What follows belongs to an exercise in optimizing a design on an open flow for small area; a production flow would make more cautious choices.
Where RTL was checked, it was by simulation tests only, not by an equivalence proof against the original.

==> inputs of 01-10 <==
## timerext_core
module timerext_core #(
    parameter [31:0] BACKDATE = 32'd64
) (
    input  wire        clk,
    input  wire        rst,
    input  wire        tick,
    input  wire        cmd_valid,
    output wire        cmd_ready,
    input  wire [87:0] cmd,
    output reg         rsp_valid,
    output reg  [33:0] rsp,
    output reg         ev_valid,
    output wire [15:0] ev_word,
    output reg         ev2_valid,
    output wire [15:0] ev2_word,
    output reg         pin
);
Settings: LEC_CHECK=0, ABC_AREA=1, CAP_MARGIN=20, CORE_MARGIN=2, CORE_UTILIZATION=40, PLACE_DENSITY=0.6, SLEW_MARGIN=20; clock period 12.0 ns.
run.sh (not shown) runs the stock make flow with config.mk's settings and CLKGATE_MAP_FILE= SYNTH_SCRIPT=/design/flow/synth_recipe.tcl, a recipe that flattens the netlist after the stock synthesis.
==> 03-08: changes against 01-10 <==
--- a/flow/design.v
+++ b/flow/design.v
@@ -225,11 +225,11 @@
     reg        n_fg_ps;
     reg        n_fg_cb;
     reg [7:0]  n_fg_tag;
     reg [5:0]  n_fg_k;
     reg        n_rsp_valid;
-    wire [33:0] n_rsp;
+    reg [33:0] n_rsp;
     reg        n_ev_valid;
     reg [4:0]  n_ev_lo;
     reg        n_ev2_valid;
     reg        n_ev2_mend;
     reg [3:0]  step;
@@ -256,11 +256,11 @@
         n_da_action = da_action; n_da_prev = da_prev;   n_da_cb = da_cb;   n_da_tag = da_tag;
         n_ps_state = ps_state;   n_ps_start = ps_start; n_ps_end = ps_end; n_ps_cben = ps_cben;
         n_da_w = da_w;       n_ps_w = ps_w;
         n_fg_pc = fg_pc;     n_isr_pc = isr_pc;     n_fg_ps = fg_ps;
         n_fg_cb = fg_cb;     n_fg_tag = fg_tag;     n_fg_k = fg_k + {5'd0, tick};
-        n_rsp_valid = 1'b0;
+        n_rsp_valid = 1'b0;  n_rsp = rsp;
         n_ev_valid = 1'b0;   n_ev_lo = ev_lo;
         n_ev2_valid = 1'b0;  n_ev2_mend = in_isr;
         step = ST_NONE;
         sch_ok = 1'b0;
         ev_new = 5'd0;
@@ -289,27 +289,31 @@
             end
         end else if (fg_busy) begin
             step = fg_pc;
         end else if (cmd_valid) begin
             n_rsp_valid = 1'b1;
-            if (c_legal) begin
+            n_rsp = 34'd0;
+            if (!c_legal) begin
+                n_rsp = {32'd0, 2'd1};
+            end else begin
                 case (c_op)
                     OP_ECINIT: begin
                         n_ovie  = 1'b1;
                         n_ovfcb = c_cb;
                     end
-                    OP_ECGET: ;
+                    OP_ECGET:  n_rsp = {ec_now, 2'd0};
                     OP_ECSET: begin
                         n_cnt = c_a[15:0];
                         n_acc_hi = c_a[31:16];
                         n_ovf = 1'b0;
                     end
-                    OP_ECEXT, OP_ECEXTP: ;
-                    OP_ECMAX: ;
-                    OP_ECOVC: ;
+                    OP_ECEXT, OP_ECEXTP: n_rsp = {ext_hi, c_a[15:0], 2'd0};
+                    OP_ECMAX:  n_rsp = {32'h0000_FFFF, 2'd0};
+                    OP_ECOVC:  n_rsp = {16'd0, acc_hi, 2'd0};
                     OP_ECOVR:  n_acc_hi = 16'd0;
                     OP_DASCHO, OP_DASCH, OP_PSSCH: begin
+                        n_rsp = {c_a, c_act};
                         n_rsp_valid = 1'b0;
                         n_fg_ps = (c_op == OP_PSSCH);
                         if (c_op == OP_DASCHO) begin
                             if (da_state == DA_WAIT || da_state == DA_SCHED)
                                 n_cmie = 1'b0;
@@ -322,10 +326,11 @@
                     end
                     OP_DACAN, OP_PSCAN, OP_PSCANE: begin
                         n_fg_ps = (c_op != OP_DACAN);
                         if (c_op == OP_PSCAN && ps_state != PS_SSTART ||
                             c_op == OP_PSCANE && ps_state != PS_SEND) begin
+                            n_rsp = 34'd0;
                         end else begin
                             if (da_state == DA_WAIT) begin
                                 n_cmie = 1'b0;
                                 n_oa = da_prev;
                                 n_da_state = DA_IDLE;
@@ -337,20 +342,21 @@
                             end else if (da_state == DA_SCHED) begin
                                 n_cmp = cnt_m1;
                                 n_fg_pc = ST_C1;
                                 n_rsp_valid = 1'b0;
                             end
+                            n_rsp = {31'd0, sch_ok, 2'd0};
                         end
                     end
-                    OP_DAST: ;
-                    OP_DAAT: ;
-                    OP_DAOT: ;
-                    OP_PSST: ;
-                    OP_PSGS: ;
-                    OP_PSGE: ;
+                    OP_DAST:  n_rsp = {30'd0, da_state, 2'd0};
+                    OP_DAAT:  n_rsp = {da_w ? da_at : 32'd0, 2'd0};
+                    OP_DAOT:  n_rsp = {da_w ? da_ot : 32'd0, 2'd0};
+                    OP_PSST:  n_rsp = {29'd0, ps_state, 2'd0};
+                    OP_PSGS:  n_rsp = {ps_w ? ps_start : 32'd0, 2'd0};
+                    OP_PSGE:  n_rsp = {ps_w ? ps_end : 32'd0, 2'd0};
                     OP_PSCB:  n_ps_cben = c_cb;
-                    default: ;
+                    default:  n_rsp = {32'd0, 2'd1};
                 endcase
             end
         end
         wr_match = ((step == ST_S4 ? s4_cmp : da_at[15:0]) == cnt);
         case (step)
@@ -389,10 +395,11 @@
                 if (da_state == DA_WAIT || da_state == DA_SCHED)
                     n_cmie = 1'b0;
                 n_da_ot = o_new;
                 if (fg_ps) begin
                     n_da_at = rsp[33:2];
+                    n_rsp   = {da_ot, 2'd0};
                 end
                 n_fg_pc = ST_S2;
             end
             ST_S2: begin
                 n_da_prev = oa;
@@ -492,10 +499,11 @@
                         end
                         ps_new  = sch_ok ? PS_SSTART : PS_MSTART;
                         ps_emit = 1'b1;
                     end
                     n_rsp_valid = 1'b1;
+                    n_rsp = {31'd0, sch_ok, 2'd0};
                     n_fg_pc = ST_NONE;
                 end
             end
             ST_C1: begin
                 n_cmie = 1'b0;
@@ -506,10 +514,11 @@
                 if (fg_ps && sch_ok) begin
                     ps_new  = PS_IDLE;
                     ps_emit = 1'b1;
                 end
                 n_rsp_valid = 1'b1;
+                n_rsp = {31'd0, sch_ok, 2'd0};
                 n_fg_pc = ST_NONE;
             end
             default: ;
         endcase
         if (ev_emit) begin
@@ -536,42 +545,10 @@
                 n_mf  = 1'b1;
                 n_pin = pin_action(n_oa, n_pin);
             end
         end
     end
-    wire op_sch   = (c_op == OP_DASCHO) || (c_op == OP_DASCH) || (c_op == OP_PSSCH);
-    wire t_legal  = idle && c_legal;
-    wire g_get    = t_legal && (c_op == OP_ECGET);
-    wire g_ext    = t_legal && (op_ext || op_extp);
-    wire g_ovc    = t_legal && (c_op == OP_ECOVC);
-    wire g_max    = t_legal && (c_op == OP_ECMAX);
-    wire g_at     = t_legal && (c_op == OP_DAAT) && da_w;
-    wire g_ps     = t_legal && (c_op == OP_PSGS) && ps_w;
-    wire g_pe     = t_legal && (c_op == OP_PSGE) && ps_w;
-    wire g_sch    = t_legal && op_sch;
-    wire g_dast   = t_legal && (c_op == OP_DAST);
-    wire g_psst   = t_legal && (c_op == OP_PSST);
-    wire fg_step  = !in_isr && !irq_ok && fg_busy;
-    wire swap     = fg_step && (fg_pc == ST_S1) && fg_ps;
-    wire g_ot     = (t_legal && (c_op == OP_DAOT) && da_w) || swap;
-    wire g_res    = idle || (fg_step && (fg_pc == ST_S7B || fg_pc == ST_C1));
-    wire rsp_en   = g_res || swap;
-    wire [31:0] rsp_v =
-        ({32{g_get}}  & ec_now) |
-        ({32{g_ext}}  & {ext_hi, c_a[15:0]}) |
-        ({32{g_ovc}}  & {16'd0, acc_hi}) |
-        ({32{g_max}}  & 32'h0000_FFFF) |
-        ({32{g_at}}   & da_at) |
-        ({32{g_ot}}   & da_ot) |
-        ({32{g_ps}}   & ps_start) |
-        ({32{g_pe}}   & ps_end) |
-        ({32{g_sch}}  & c_a) |
-        ({32{g_dast}} & {30'd0, da_state}) |
-        ({32{g_psst}} & {29'd0, ps_state}) |
-        {31'd0, g_res && sch_ok};
-    wire [1:0] rsp_s = g_sch ? c_act : {1'b0, idle && !c_legal};
-    assign n_rsp = rsp_en ? {rsp_v, rsp_s} : rsp;
     always @(posedge clk) begin
         if (rst) begin
             cnt <= 16'd0;  ovf <= 1'b0;  cmp <= 16'd0;  mf <= 1'b0;
             oa <= ACT_NOTHING;  pin <= 1'b0;  ovie <= 1'b0;  cmie <= 1'b0;
             acc_hi <= 16'd0;  ovfcb <= 1'b0;
Settings changed: ABC_AREA 1 to not set.
==> summary of the runs <==
Against 01-10, the worst setup slack of 03-08 is worse by 0.20 ns. Core utilization: 01-10 is lower than 03-08 (0.19 points). Between 01-10 and 03-08, the lower die area is in 01-10 (gap about 5.6%, measured against 03-08). Register-to-register slack: 03-08 is worse than 01-10 (0.10 ns). Between 03-08 and 01-10, the lower cell area is in 01-10 (gap 6.1%, measured against 01-10). Of 01-10 and 03-08, 03-08 has the higher global-route usage (gap 3.8 points). In 03-08 the wire length is larger than in 01-10, by 19%. Via count: 01-10 is lower than 03-08 (about 8%).
The RTL of 03-08 was laid out without a check of its function.

[afterwards: timing with drivers on the ports]
In the flow no input, the clock included, has a driving cell. The finished layouts below were timed again as built, in two steps.
Step 1 (the two cells are an assumption about what drives the block):
set clk [get_ports {clk}]
set_driving_cell -lib_cell sky130_fd_sc_hd__clkbuf_16 $clk
set_driving_cell -lib_cell sky130_fd_sc_hd__buf_2 [delete_from_list [all_inputs] $clk]
Step 2, shift: input delay + t, output delay - t, t = (earliest + latest rising clock arrival at the registers) / 2. This alone moves slack from input paths to output paths.
Three values: ideal ports, drivers, drivers and shift; two values: the first two.
run | t (ns) | setup slack, ns | worst hold slack (ns) | worst setup path after step 2 | pins driven straight from the clock port
01-10 | 0.606 | 2.570 / 2.602 / 1.996 | 0.463 / 0.463 / 0.463 | input to register | 1
03-08 | 0.629 | 2.366 / 2.375 / 1.747 | 0.488 / 0.488 / 0.488 | input to register | 1
After both steps every run listed still meets setup and hold. For 03-08, which loses most, drivers alone change the setup slack by +0.009 ns; drivers and shift together by -0.619 ns.
